Background: an optimization exercise with open tools, aiming at small area. Do not read the settings as production practice. The RTL of this run was laid out without a check of its function. Power and IR drop assume default switching activity.

$ cat flow/flow/run.sh
#!/bin/bash
# Own layout flow. It runs the standard synthesis unchanged, then maps its
# combinational logic again for area with ABC (the registers stay the same
# instances, names and cells; the new netlist is proven equal to the
# standard one, else the standard one is kept), then the standard layout
# steps with a smaller clock tree and the smallest port buffers.
# Each tool's full output goes to a log file in the work folder.
set -u
W=$PWD
F=$W/flow
R=$W/orfs/results/${FLOW_PLATFORM}/tws_step/base
YOSYS=$FLOW_HOME/../tools/install/yosys/bin/yosys
[ -x "$YOSYS" ] || YOSYS=yosys
LIB=$FLOW_HOME/platforms/$FLOW_PLATFORM/lib/sky130_fd_sc_hd__tt_025C_1v80.lib

bash standard.sh synth > $W/log_1_synth.log 2>&1 || { echo "standard synthesis failed"; exit 1; }
cp $R/1_2_yosys.v $W/std_synth.v

export REMAP_LIB=$LIB
export REMAP_IN=$W/std_synth.v
export REMAP_DONTUSE="$(grep -oE 'cell \("?sky130_fd_sc_hd__(lpflow|probe)[A-Za-z0-9_]*' $LIB | sed -E 's/cell \("?//' | tr '\n' ' ')"

# a few ABC runs (different seeds of the AIG optimisation), in parallel
for s in 1 2 3 4; do
  sed -e "s/@SEED@/$s/" $F/area.abc > $W/remap_$s.abc
  ( export REMAP_OUT=$W/remap_$s.v REMAP_ABC=$W/remap_$s.abc
    $YOSYS -c $F/remap.tcl > $W/log_remap_$s.log 2>&1 &&
    $YOSYS -c $F/eqcheck.tcl > $W/log_eqcheck_$s.log 2>&1 &&
    touch $W/remap_$s.ok ) &
done
wait

best=""
best_area=""
for s in 1 2 3 4; do
  [ -f $W/remap_$s.ok ] || continue
  a=$(grep -m1 "Chip area for module" $W/remap_$s.v.stat | awk '{print $NF}')
  std=$(grep -m1 "Chip area" $W/orfs/reports/$FLOW_PLATFORM/tws_step/base/synth_stat.txt | awk '{print $NF}')
  echo "remap seed $s: $a (standard $std)"
  if [ -z "$best" ] || awk -v a="$a" -v b="$best_area" 'BEGIN{exit !(a<b)}'; then
    best=$s; best_area=$a
  fi
done
if [ -n "$best" ]; then
  echo "using remap seed $best"
  cp $W/remap_$best.v $R/1_2_yosys.v
  rm -f $R/1_synth.odb $R/1_synth.sdc
else
  echo "no remap passed; keeping the standard netlist"
fi

export BUFFER_PORTS_ARGS="-buffer_cell sky130_fd_sc_hd__buf_1"
export CTS_ARGS="-sink_clustering_enable -repair_clock_nets -dont_use_dummy_load -sink_clustering_size 64 -sink_clustering_max_diameter 200 -buf_list sky130_fd_sc_hd__clkbuf_16 -root_buf sky130_fd_sc_hd__clkbuf_16"
bash standard.sh "BUFFER_PORTS_ARGS=$BUFFER_PORTS_ARGS" "CTS_ARGS=$CTS_ARGS" finish > $W/log_2_layout.log 2>&1 || { echo "layout failed"; tail -20 $W/log_2_layout.log; exit 1; }
echo "layout done"
$ cat flow/flow/area.abc
strash
&get -n
&deepsyn -T 60 -S @SEED@
&put
dch -f
amap
$ cat flow/flow/eqcheck.tcl
# Check that the re-mapped netlist equals the standard one: both are read
# with the cells' liberty functions and flattened; registers pair by name.
# Reads env: REMAP_LIB, REMAP_IN (standard), REMAP_OUT (re-mapped).
yosys -import
read_liberty -ignore_miss_func $::env(REMAP_LIB)
read_verilog $::env(REMAP_IN)
yosys rename tws_step gold
read_verilog $::env(REMAP_OUT)
yosys rename tws_step gate
flatten gold gate
opt_clean -purge gold gate
equiv_make gold gate equiv
hierarchy -top equiv
equiv_simple -seq 1
equiv_induct
equiv_status -assert
$ cat flow/flow/remap.tcl
# Re-map the combinational logic of the standard synthesis netlist for area.
# The flip-flops are kept as they are (same instances, names and cells);
# every other cell is flattened into its liberty function and mapped again
# by ABC. Reads env: REMAP_LIB, REMAP_IN, REMAP_OUT, REMAP_ABC, REMAP_DONTUSE.
yosys -import
read_liberty -ignore_miss_func $::env(REMAP_LIB)
read_verilog $::env(REMAP_IN)
hierarchy -top tws_step
foreach m [tee -q -s result.string select -list-mod =sky130_fd_sc_hd__df* =sky130_fd_sc_hd__edf* =sky130_fd_sc_hd__sdf* =sky130_fd_sc_hd__dl* =sky130_fd_sc_hd__conb*] {
  setattr -mod -set keep_hierarchy 1 $m
}
flatten
foreach m [tee -q -s result.string select -list-mod =A:*] {
  if {$m ne "tws_step"} { blackbox =$m }
}
opt_clean -purge
set du {}
foreach c [split $::env(REMAP_DONTUSE) " "] { if {$c ne ""} { lappend du -dont_use $c } }
abc -liberty $::env(REMAP_LIB) {*}$du -script $::env(REMAP_ABC)
opt_clean -purge
hilomap -singleton -hicell sky130_fd_sc_hd__conb_1 HI -locell sky130_fd_sc_hd__conb_1 LO
insbuf -buf sky130_fd_sc_hd__buf_1 A X
splitnets
opt_clean -purge
check
tee -o $::env(REMAP_OUT).stat stat -liberty $::env(REMAP_LIB)
write_verilog -noattr -nohex -nodec -noexpr $::env(REMAP_OUT)
$ cat flow/standard.sh
#!/bin/bash
# synth_recipe.tcl (not shown) runs the flow's synth.tcl, then flattens the netlist and writes it again
# the make line also repeats each setting of config.mk as NAME=value (left out here)
make -C /OpenROAD-flow-scripts/flow DESIGN_CONFIG=/design/flow/config.mk WORK_HOME=/design/flow/orfs CLKGATE_MAP_FILE= SYNTH_SCRIPT=/design/flow/synth_recipe.tcl "${@:-finish}"
$ cat flow/config.mk
export PLATFORM = sky130hd
export DESIGN_NAME = tws_step
export DESIGN_NICKNAME = tws_step
export VERILOG_FILES = /design/flow/design.v
export SDC_FILE = /design/flow/constraint.sdc
export NUM_CORES = 4
export LEC_CHECK = 0
export CAP_MARGIN = 20
export CORE_MARGIN = 2
export CORE_UTILIZATION = 40
export PLACE_DENSITY = 0.6
export SLEW_MARGIN = 20
$ cat flow/constraint.sdc
create_clock -name core_clock -period 10.0 [get_ports {clk}]
set_input_delay 2.0000 -clock core_clock [delete_from_list [all_inputs] [get_ports {clk}]]
set_output_delay 2.0000 -clock core_clock [all_outputs]
set_load 0.01 [all_outputs]
$ cat flow/design.v
module tws_bus (
    input  wire       clk,
    input  wire       rst,
    input  wire       scl,          
    input  wire       sda,          
    input  wire       bus_active,   
    output reg  [7:0] sbr,
    output wire       scl_dl,
    output wire       sda_dl
);
    localparam [3:0] M_IDLE   = 4'd0,
                     M_SS     = 4'd1,
                     M_CHECK  = 4'd2,
                     M_READ   = 4'd3,
                     M_RACK   = 4'd4,
                     M_SEND   = 4'd5,
                     M_SACK   = 4'd6,
                     M_DONE_A = 4'd7,
                     M_DONE_N = 4'd8;
    reg       p_scl, p_sda;
    reg [3:0] mode;
    reg       ovf;
    reg [3:0] cnt;
    reg [7:0] shreg;
    reg       dout;
    wire rise  = ~p_scl & scl;
    wire fall  = p_scl & ~scl;
    wire start = p_scl & scl & p_sda & ~sda;
    wire stop  = p_scl & scl & ~p_sda & sda;
    wire counting = (mode != M_IDLE) && (mode != M_SS);
    wire match    = (shreg[7:1] == 7'h2C) || (shreg[7:1] == 7'd0);
    wire oe       = (mode == M_READ) || (mode == M_SEND) ||
                    (mode == M_SACK) || (mode == M_DONE_A);
    reg [3:0] n_mode;
    reg       n_ovf;
    reg [3:0] n_cnt;
    reg [7:0] n_shreg;
    reg [7:0] n_sbr;
    always @* begin
        n_mode  = mode;
        n_ovf   = ovf;
        n_cnt   = cnt;
        n_shreg = shreg;
        n_sbr   = sbr;
        if (counting && !ovf) begin
            if (rise)
                n_shreg = {shreg[6:0], sda};
            if (rise || fall) begin
                n_cnt = cnt + 4'd1;
                if (cnt == 4'd15)
                    n_ovf = 1'b1;
            end
        end
        if (ovf) begin
            n_ovf = 1'b0;
            case (mode)
                M_CHECK:
                    if (match) begin
                        n_shreg[7:6] = 2'b00;
                        n_cnt        = 4'd14;
                        n_mode       = shreg[0] ? M_SEND : M_READ;
                    end else begin
                        n_mode = M_IDLE;
                    end
                M_READ: begin
                    n_cnt  = 4'd0;
                    n_mode = M_RACK;
                end
                M_RACK: begin
                    n_sbr        = shreg;
                    n_shreg[7:6] = 2'b00;
                    n_cnt        = 4'd14;
                    n_mode       = M_DONE_A;
                end
                M_SEND: begin
                    n_shreg = sbr;
                    n_cnt   = 4'd0;
                    n_mode  = M_SACK;
                end
                M_SACK: begin
                    n_cnt  = 4'd14;
                    n_mode = M_DONE_N;
                end
                default:    
                    n_mode = M_IDLE;
            endcase
        end
        if (start) begin
            n_mode = M_SS;
            n_ovf  = 1'b0;
        end else if (stop) begin
            n_mode = M_IDLE;
            n_ovf  = 1'b0;
        end else if (mode == M_SS && !scl) begin
            n_cnt  = 4'd0;
            n_mode = M_CHECK;
        end
    end
    always @(posedge clk) begin
        p_scl <= scl;
        p_sda <= sda;
        cnt   <= n_cnt;
        shreg <= n_shreg;
        if (!scl)
            dout <= n_shreg[7];
        if (rst) begin
            mode <= M_IDLE;
            ovf  <= 1'b0;
            sbr  <= 8'h10;
        end else if (!bus_active) begin
            mode <= M_IDLE;
            ovf  <= 1'b0;
        end else begin
            mode <= n_mode;
            ovf  <= n_ovf;
            sbr  <= n_sbr;
        end
    end
    assign scl_dl = ovf;
    assign sda_dl = oe & ~dout;
endmodule
module tws_motion (
    input  wire       clk,
    input  wire       rst,
    input  wire       lim_up_pin,
    input  wire       lim_dn_pin,
    input  wire [7:0] sbr,
    output wire       bus_active,
    output wire       step_out,
    output wire       dir_out,
    output wire       fault_out,
    output wire       hb_out
);
    localparam [3:0] H1_CHECK  = 4'd0,  H1_MOVE  = 4'd1,  H1_SETTLE = 4'd2,
                     H2_START  = 4'd3,  H2_MOVE  = 4'd4,  H2_SETTLE = 4'd5,
                     H3_START  = 4'd6,  H3_MOVE  = 4'd7,  H3_SETTLE = 4'd8,
                     H4_START  = 4'd9,  H4_MOVE  = 4'd10, H4_SETTLE = 4'd11,
                     L_COMPUTE = 4'd12, L_MOVE   = 4'd13, L_TARGET  = 4'd14,
                     HALT      = 4'd15;
    localparam [1:0] SQ_IDLE = 2'd0, SQ_HIGH = 2'd1, SQ_LOW = 2'd2;
    reg        lim_up, lim_dn, changed;
    reg [1:0]  sq_phase;
    reg [2:0]  tmr;
    reg [7:0]  cq;
    reg [2:0]  cr;
    reg [7:0]  s;
    reg        last_dir;
    reg [3:0]  cstate;
    reg        hb;
    wire up_n      = ~lim_up_pin;
    wire dn_n      = lim_dn_pin;
    wire set_c     = (up_n != lim_up) || (dn_n != lim_dn);
    wire changed_m = changed | set_c;
    wire idle  = (sq_phase == SQ_IDLE);
    wire tz    = (tmr == 3'd0);
    wire at_t  = (cq == s) && (cr == 3'd0);    
    wire above = (s > cq);                        
    wire loop  = (cstate == L_COMPUTE) || (cstate == L_MOVE) || (cstate == L_TARGET);
    reg [1:0] hpm1;
    always @* begin
        case (cstate)
            H2_START, H2_MOVE: hpm1 = 2'd0;
            H3_START, H3_MOVE: hpm1 = 2'd2;
            default:           hpm1 = 2'd1;
        endcase
    end
    reg        issue, mv_dir, do_halt, set6;
    reg [1:0]  c_load;       
    reg [3:0]  n_cstate;
    reg        n_hb, n_s;
    always @* begin
        issue    = 1'b0;
        mv_dir   = 1'b0;
        do_halt  = 1'b0;
        set6     = 1'b0;
        c_load   = 2'd0;
        n_cstate = cstate;
        n_hb     = hb;
        n_s      = 1'b0;
        if (cstate != HALT && up_n && dn_n) begin
            do_halt = 1'b1;
        end else begin
            case (cstate)
                H1_CHECK:
                    if (up_n && !at_t) begin
                        issue    = 1'b1;
                        n_cstate = H1_MOVE;
                    end else begin
                        set6     = 1'b1;
                        n_cstate = H1_SETTLE;
                    end
                H1_MOVE:
                    if (idle) n_cstate = H1_CHECK;
                H1_SETTLE:
                    if (!tz) ;
                    else if (at_t || up_n) do_halt = 1'b1;
                    else begin
                        c_load   = 2'd1;
                        n_cstate = H2_START;
                    end
                H2_START:
                    if (!dn_n) begin
                        issue    = 1'b1;
                        n_cstate = H2_MOVE;
                    end else begin
                        set6     = 1'b1;
                        n_cstate = H2_SETTLE;
                    end
                H2_MOVE:
                    if (idle) begin
                        set6     = 1'b1;
                        n_cstate = H2_SETTLE;
                    end
                H2_SETTLE:
                    if (!tz) ;
                    else if (at_t || !dn_n) do_halt = 1'b1;
                    else begin
                        c_load   = 2'd2;
                        n_cstate = H3_START;
                    end
                H3_START: begin
                    issue    = 1'b1;
                    mv_dir   = 1'b1;
                    n_cstate = H3_MOVE;
                end
                H3_MOVE:
                    if (idle) begin
                        set6     = 1'b1;
                        n_cstate = H3_SETTLE;
                    end
                H3_SETTLE:
                    if (!tz) ;
                    else if (at_t || dn_n) do_halt = 1'b1;
                    else begin
                        c_load   = 2'd3;
                        n_cstate = H4_START;
                    end
                H4_START: begin
                    issue    = 1'b1;
                    mv_dir   = 1'b1;
                    n_cstate = H4_MOVE;
                end
                H4_MOVE:
                    if (idle) begin
                        set6     = 1'b1;
                        n_cstate = H4_SETTLE;
                    end
                H4_SETTLE:
                    if (tz) begin
                        c_load   = 2'd3;
                        n_cstate = L_COMPUTE;
                    end
                L_COMPUTE:
                    if (!at_t) begin
                        issue    = 1'b1;
                        mv_dir   = above;
                        n_cstate = L_MOVE;
                    end else begin
                        n_cstate = L_TARGET;
                    end
                L_MOVE:
                    if (idle) n_cstate = L_TARGET;
                L_TARGET: begin
                    n_s      = 1'b1;
                    n_hb     = ~hb;
                    n_cstate = L_COMPUTE;
                end
                default: ;
            endcase
        end
        if (do_halt)
            n_cstate = HALT;
    end
    reg [1:0] n_sq_phase;
    reg       n_changed, n_last_dir, count;
    reg [2:0] n_tmr;
    always @* begin
        n_sq_phase = sq_phase;
        n_changed  = changed_m;
        n_last_dir = last_dir;
        count      = 1'b0;
        n_tmr      = tz ? tmr : tmr - 3'd1;
        if (do_halt) begin
            n_sq_phase = SQ_IDLE;
        end else begin
            case (sq_phase)
                SQ_IDLE:
                    if (issue) begin
                        n_last_dir = mv_dir;
                        n_changed  = set_c;
                        n_sq_phase = SQ_HIGH;
                        n_tmr      = {1'b0, hpm1};
                    end
                SQ_HIGH:
                    if (tz) begin
                        n_sq_phase = SQ_LOW;
                        n_tmr      = {1'b0, hpm1};
                        count      = 1'b1;
                    end
                SQ_LOW:
                    if (tz) begin
                        n_changed = 1'b0;
                        n_tmr     = {1'b0, hpm1};
                        if (changed_m || at_t)
                            n_sq_phase = SQ_IDLE;
                        else
                            n_sq_phase = SQ_HIGH;
                    end
                default: ;
            endcase
        end
        if (set6)
            n_tmr = 3'd6;
    end
    wire cnt_up = loop && last_dir;
    reg [7:0] n_cq;
    reg [2:0] n_cr;
    reg       qstep;
    always @* begin
        n_cq  = cq;
        n_cr  = cr;
        qstep = 1'b0;
        case (c_load)
            2'd1: begin n_cq = 8'd225; n_cr = 3'd0; end
            2'd2: begin n_cq = 8'd5;   n_cr = 3'd0; end
            2'd3: begin n_cq = 8'd0;   n_cr = (cstate == H3_SETTLE) ? 3'd4 : 3'd0; end
            default:
                if (count) begin
                    if (cnt_up) begin
                        if (cr == 3'd4) begin n_cr = 3'd0; qstep = 1'b1; end
                        else n_cr = cr + 3'd1;
                    end else begin
                        if (cr == 3'd0) begin n_cr = loop ? 3'd4 : 3'd7; qstep = 1'b1; end
                        else n_cr = cr - 3'd1;
                    end
                end
        endcase
    end
    wire [7:0] qx = cq ^ {8{~cnt_up}};
    wire [7:0] qt;
    assign qt[0] = qstep;
    genvar gi;
    generate for (gi = 1; gi < 8; gi = gi + 1) begin : g_qt
        assign qt[gi] = qt[gi-1] & qx[gi-1];
    end endgenerate
    wire [7:0] cq_next = n_cq ^ qt;
    always @(posedge clk) begin
        lim_up <= up_n;
        lim_dn <= dn_n;
        if (rst) begin
            changed  <= 1'b0;
            sq_phase <= SQ_IDLE;
            tmr      <= 3'd0;
            cq       <= 8'd3;
            cr       <= 3'd0;
            s        <= 8'd0;
            last_dir <= 1'b0;
            cstate   <= H1_CHECK;
            hb       <= 1'b0;
        end else begin
            changed  <= n_changed;
            sq_phase <= n_sq_phase;
            tmr      <= n_tmr;
            cq       <= cq_next;
            cr       <= n_cr;
            if (n_s) s <= sbr;
            last_dir <= n_last_dir;
            cstate   <= n_cstate;
            hb       <= n_hb;
        end
    end
    assign bus_active = (cstate != HALT);
    assign step_out   = (sq_phase == SQ_HIGH);
    assign dir_out    = last_dir;
    assign fault_out  = (cstate != HALT);
    assign hb_out     = hb;
endmodule
module tws_step (
    input  wire clk,
    input  wire rst,
    input  wire scl_in,
    input  wire sda_in,
    input  wire lim_up_pin,
    input  wire lim_dn_pin,
    output wire scl_dl,
    output wire sda_dl,
    output wire step_out,
    output wire dir_out,
    output wire fault_out,
    output wire hb_out
);
    wire [7:0] sbr;
    wire       bus_active;
    tws_bus u_bus (
        .clk        (clk),
        .rst        (rst),
        .scl        (scl_in),
        .sda        (sda_in),
        .bus_active (bus_active),
        .sbr        (sbr),
        .scl_dl     (scl_dl),
        .sda_dl     (sda_dl)
    );
    tws_motion u_motion (
        .clk        (clk),
        .rst        (rst),
        .lim_up_pin (lim_up_pin),
        .lim_dn_pin (lim_dn_pin),
        .sbr        (sbr),
        .bus_active (bus_active),
        .step_out   (step_out),
        .dir_out    (dir_out),
        .fault_out  (fault_out),
        .hb_out     (hb_out)
    );
endmodule
==> results.rst <==
.. list-table::
   :header-rows: 1

   * - Metric
     - Value
   * - Via count
     - 3,624
   * - Setup TNS Final
     - 0 ns
   * - Async S/R FF share, synth
     - 0
   * - Static leakage power
     - 1.68 nW
   * - Actual transition at the worst max-transition pin
     - 0.866 ns
   * - Proportion of layout cells with a drive suffix above 1
     - 0.0777
   * - Gr ovfl total
     - 0
   * - Number of standard cells after synthesis
     - 506
   * - Global placer's final weighted congestion
     - 0.943
   * - Area occupied by registers
     - 1230 um^2
   * - Cell type with the highest occurrence count on the critical path
     - sky130_fd_sc_hd__nand2_1
   * - Class of the tightest hold or removal check
     - reg -> reg
   * - Total die area
     - 11,200 um^2
   * - DRC errors left
     - 0
   * - Clock insertion delay at the later pin of the skew report
     - 0.33 ns
   * - Number of nets in the synthesized netlist
     - 536
   * - Endpoints failing hold
     - 0
   * - Number of input and output port buffers inserted
     - 11
   * - Number of DRC markers after the initial detailed-route iteration
     - 421
   * - Slew HR
     - 0.422
   * - Highest clock frequency the design can meet
     - 209 MHz
   * - Fraction of post-synthesis cell area in the top cell type by area
     - 0.290
   * - Yosys Warn Count
     - 2
   * - Number of inserted filler cells in the final layout
     - 1,016
   * - Post-CTS setup-driven buffer insertion count
     - 0
   * - Maximum Capacitance Violations
     - 0
   * - Overall die height
     - 106 um
   * - Final setup violation count
     - 0
   * - Total power of the final layout
     - 1.03 mW
   * - Result of the run
     - no timing/DRC/antenna violations
   * - Final standard cell area without fillers
     - 4480 um^2
   * - Number of pins with negative max-slew slack in the final report
     - 0
   * - Synthesized area per cell
     - 8.19 um^2
   * - Sequence of cells on the critical path
     - buf_1, nor2b_1, nand2_1, nand2_1, nor2_1, and2_1, inv_1, ha_1, and2_2, o2111a_1, nand2_1, o21a_1, nor3_1
   * - Final cycle utilization of the critical path
     - 0.479
   * - Final Net Count
     - 534
   * - Vias in the first global route
     - 3,408
   * - Clock buffers created by TritonCTS
     - 9
   * - Unrepaired setup endpoints after global routing
     - no
   * - TritonCTS clock tree
     - done
   * - Area occupied by multi-input gates
     - 2680 um^2
   * - Initial antenna violation count
     - 0
   * - Fraction of the yosys area taken by sequential cells
     - 0.297
   * - Post-CTS Hold Fix Bufs
     - 0
   * - Summed instance area of the synthesized netlist
     - 4140 um^2
   * - Shortest period the worst path allows
     - 4.79 ns
   * - Startpoint kind of the worst setup timing path
     - input pin
   * - Top delay family on crit path
     - simple AND/OR/NAND/NOR gates
   * - Hold slack final
     - 0.445 ns
   * - Commonest cells in the netlist
     - 64 x sky130_fd_sc_hd__nor2_1, 60 x sky130_fd_sc_hd__dfxtp_1, 33 x sky130_fd_sc_hd__nand2_1
   * - Cell row count
     - 37
   * - Number of flops mapped to enable cells by yosys
     - 1
   * - Count of buffering cells on the critical path with inverters included
     - 2
   * - Worst Path Arrival
     - 5.02 ns
   * - Chip Width
     - 106 um
   * - Diodes inserted
     - 0
   * - Post-CTS sizing
     - 0
   * - Critical path start-end classification
     - in -> reg
   * - Synthesis-stage register bit count
     - 61
   * - Count of clock tree sinks
     - 61
   * - Via-to-Cell Ratio
     - 5.68
   * - Clock tree buffer depth
     - 2
   * - First-pass GRT wire length
     - 16.4 mm
   * - Cell area after placement
     - 4260 um^2
   * - Max stage delay cell, worst path
     - sky130_fd_sc_hd__ha_1
   * - Post-synth cell types
     - 80
   * - Number of primary I/O pins
     - 12
   * - Worst Path Max Fanout
     - 15
   * - Biggest area contributors in the synthesized netlist
     - sky130_fd_sc_hd__dfxtp_1 29%, sky130_fd_sc_hd__ha_1 7.2%, sky130_fd_sc_hd__mux2i_1 7.0%
   * - Most frequent cell after synthesis
     - sky130_fd_sc_hd__nor2_1
   * - Peak VDD IR
     - 0.115 mV
   * - Sum of net half-perimeters after detailed placement
     - 6.90 mm
   * - Required time reported for the critical path endpoint
     - 10.23 ns
   * - Total core area
     - 10,200 um^2
   * - Max H-tree Level
     - 3
   * - CP endpoint kind
     - flip-flop
   * - Crit-path max cell delay
     - 0.48 ns
   * - Layout-stage area growth over the synthesis result
     - 8.21%
   * - Clock transition at the register clock pins on the worst setup and hold paths after CTS
     - 0.05 ns
   * - Drt pass-1 iters
     - 5
   * - Predominant post-synthesis flop cell
     - sky130_fd_sc_hd__dfxtp_1
   * - Detailed Route WL
     - 9.66 mm
   * - Cell type with the highest aggregate area in the netlist
     - sky130_fd_sc_hd__dfxtp_1
   * - Pin count of the biggest net entering global routing
     - 41
   * - Starting Density
     - 0.407
   * - Global-route total usage across every layer
     - 0.180
   * - Average routed wire per standard cell
     - 15.1 um
   * - Cell at the root of the clock tree
     - sky130_fd_sc_hd__clkbuf_16
   * - Worst clock skew
     - 0.0168 ns
   * - Total power divided by cell area
     - 231 nW/um^2
   * - Antenna-violating nets left
     - 0
[worst paths after layout]
kind / startpoint / endpoint / slack, ns / cells past startpoint
worst max-delay path: lim_dn_pin / u_motion.cq[2]$_SDFF_PP0_ / 5.21 / 13
worst min-delay path: u_bus.cnt[3]$_DFF_P_ / u_bus.ovf$_SDFF_PP0_ / 0.44 / 2
worst max register to register: u_motion.cq[4]$_SDFF_PP0_ / u_motion.cq[2]$_SDFF_PP0_ / 6.12 / 13
worst min register to register: u_bus.cnt[3]$_DFF_P_ / u_bus.ovf$_SDFF_PP0_ / 0.44 / 2
[flip-flops by register name, indices dropped and copies added, names as in the netlist, 2 cells and up]
signal and count:
u_bus.cnt 4, u_bus.mode 4, u_bus.sbr 8, u_bus.shreg 8
u_motion.cq 8, u_motion.cr 3, u_motion.cstate 4, u_motion.s 8
u_motion.sq_phase 2, u_motion.tmr 3
[layout make-up]
| cell class | instances | share of cell area |
|---|---|---|
| Sequential cell | 61 | 0.275 |
| Clock buffer | 9 | 0.0502 |
| Tap cell | 136 | 0.0379 |
| Timing Repair Buffer | 14 | 0.0145 |
| Inverter | 30 | 0.0251 |
| Multi-Input combinational cell | 388 | 0.598 |
[metal layers]
layer | vias up | GRT usage | wire length, um
met3 | 26 | 0.0433 | 461
met1 | 1682 | 0.242 | 4630
met4 | 0 | 0.0630 | 199
li1 | 1821 | - | -
met5 | - | 0 | 0
met2 | 95 | 0.282 | 4370
[report_power, final]
group / leakage [nW] / switching [mW] / total (mW) / internal (mW)
logic: 1.07 / 0.243 / 0.427 / 0.184
clock network: 0.111 / 0.0992 / 0.256 / 0.157
registers: 0.497 / 0.0694 / 0.352 / 0.282
[metrics by stage]
| stage | worst slack, ns | cells | util |
|---|---|---|---|
| 2_1_floorplan | 5.86 | 506 | - |
| 3_3_place_gp | 5.09 | 629 | 0.418 |
| 5_1_grt | 4.84 | 638 | 0.440 |
| 4_1_cts | 5.24 | 638 | 0.440 |
| 3_5_place_dp | 4.94 | 629 | 0.418 |
| 6_report | 5.21 | 638 | 0.440 |
[cells in the final DEF, fill, tap and decap left out, types with 3 or more instances in the layout]
| cell | instances |
|---|---|
| sky130_fd_sc_hd__nor2_1 | 64 |
| sky130_fd_sc_hd__dfxtp_1 | 60 |
| sky130_fd_sc_hd__nand2_1 | 33 |
| sky130_fd_sc_hd__a21oi_1 | 31 |
| sky130_fd_sc_hd__mux2i_1 | 29 |
| sky130_fd_sc_hd__inv_1 | 28 |
| sky130_fd_sc_hd__ha_1 | 24 |
| sky130_fd_sc_hd__xnor2_1 | 15 |
| sky130_fd_sc_hd__o21ai_0 | 14 |
| sky130_fd_sc_hd__nor2b_1 | 14 |
| sky130_fd_sc_hd__nand2b_1 | 13 |
| sky130_fd_sc_hd__nor3_1 | 13 |
| sky130_fd_sc_hd__buf_1 | 10 |
| sky130_fd_sc_hd__nand3_1 | 9 |
| sky130_fd_sc_hd__clkbuf_16 | 9 |
| sky130_fd_sc_hd__a31oi_1 | 8 |
| sky130_fd_sc_hd__a211oi_1 | 7 |
| sky130_fd_sc_hd__o21a_1 | 6 |
| sky130_fd_sc_hd__xor2_1 | 5 |
| sky130_fd_sc_hd__a21o_1 | 5 |
| sky130_fd_sc_hd__o22ai_1 | 4 |
| sky130_fd_sc_hd__and2_1 | 4 |
| sky130_fd_sc_hd__o21ai_1 | 4 |
| sky130_fd_sc_hd__o211ai_1 | 4 |
| sky130_fd_sc_hd__nor4_1 | 4 |
| sky130_fd_sc_hd__nand4_1 | 3 |
| sky130_fd_sc_hd__or3_1 | 3 |
| sky130_fd_sc_hd__a221o_1 | 3 |
| sky130_fd_sc_hd__a311oi_1 | 3 |
| sky130_fd_sc_hd__o41ai_1 | 3 |
| sky130_fd_sc_hd__o32ai_1 | 3 |
| sky130_fd_sc_hd__o31ai_1 | 3 |
| sky130_fd_sc_hd__o2111ai_1 | 3 |
| sky130_fd_sc_hd__buf_4 | 3 |
[worst reg2reg max path: cells and delay by family, from the launching register on]
kind	cells	cell delay, ns
buffers and inverters	1	0.11
AND/OR/NAND/NOR	6	1.52
flip-flops	1	0.43
adder cells (fa/ha/maj)	2	0.81
AO/OA/AOI/OAI	4	0.91
[cells by family after synthesis]
family                     after synthesis  synth area share
xor gates and xnor gates                20            0.0423
buffers and inverters                   57            0.0577
adders and majority gates               24            0.0725
muxes                                   31            0.0755
DFF                                     61             0.297
AOI/OAI and AO/OA                      126             0.221
and+or+nand+nor                        187             0.234

==> static timing again, ports no longer ideal <==
How much do the figures lean on ideal ports? The routed layout below was timed once more, with nothing changed but the port constraints. Step 1, drivers: a clkbuf_16 drives clk and a buf_2 each remaining input, both assumed. Step 2, shift: input delay + t, output delay - t, t = (earliest + latest rising clock arrival at the registers) / 2. This alone moves slack from input paths to output paths. Slacks: ideal ports / drivers / drivers and shift; pairs: ideal ports / drivers.
t (ns): 0.358
slack for setup (ns): 5.213 / 5.225 / 4.867
latest minus earliest clock arrival (ns): 0.017 / 0.017
worst data-port slew with drivers (ns): 0.03
pins driven straight from the clock port: 1
After both steps this run still meets setup and hold. For this run, drivers alone change the setup slack by +0.012 ns; drivers and shift together by -0.346 ns.
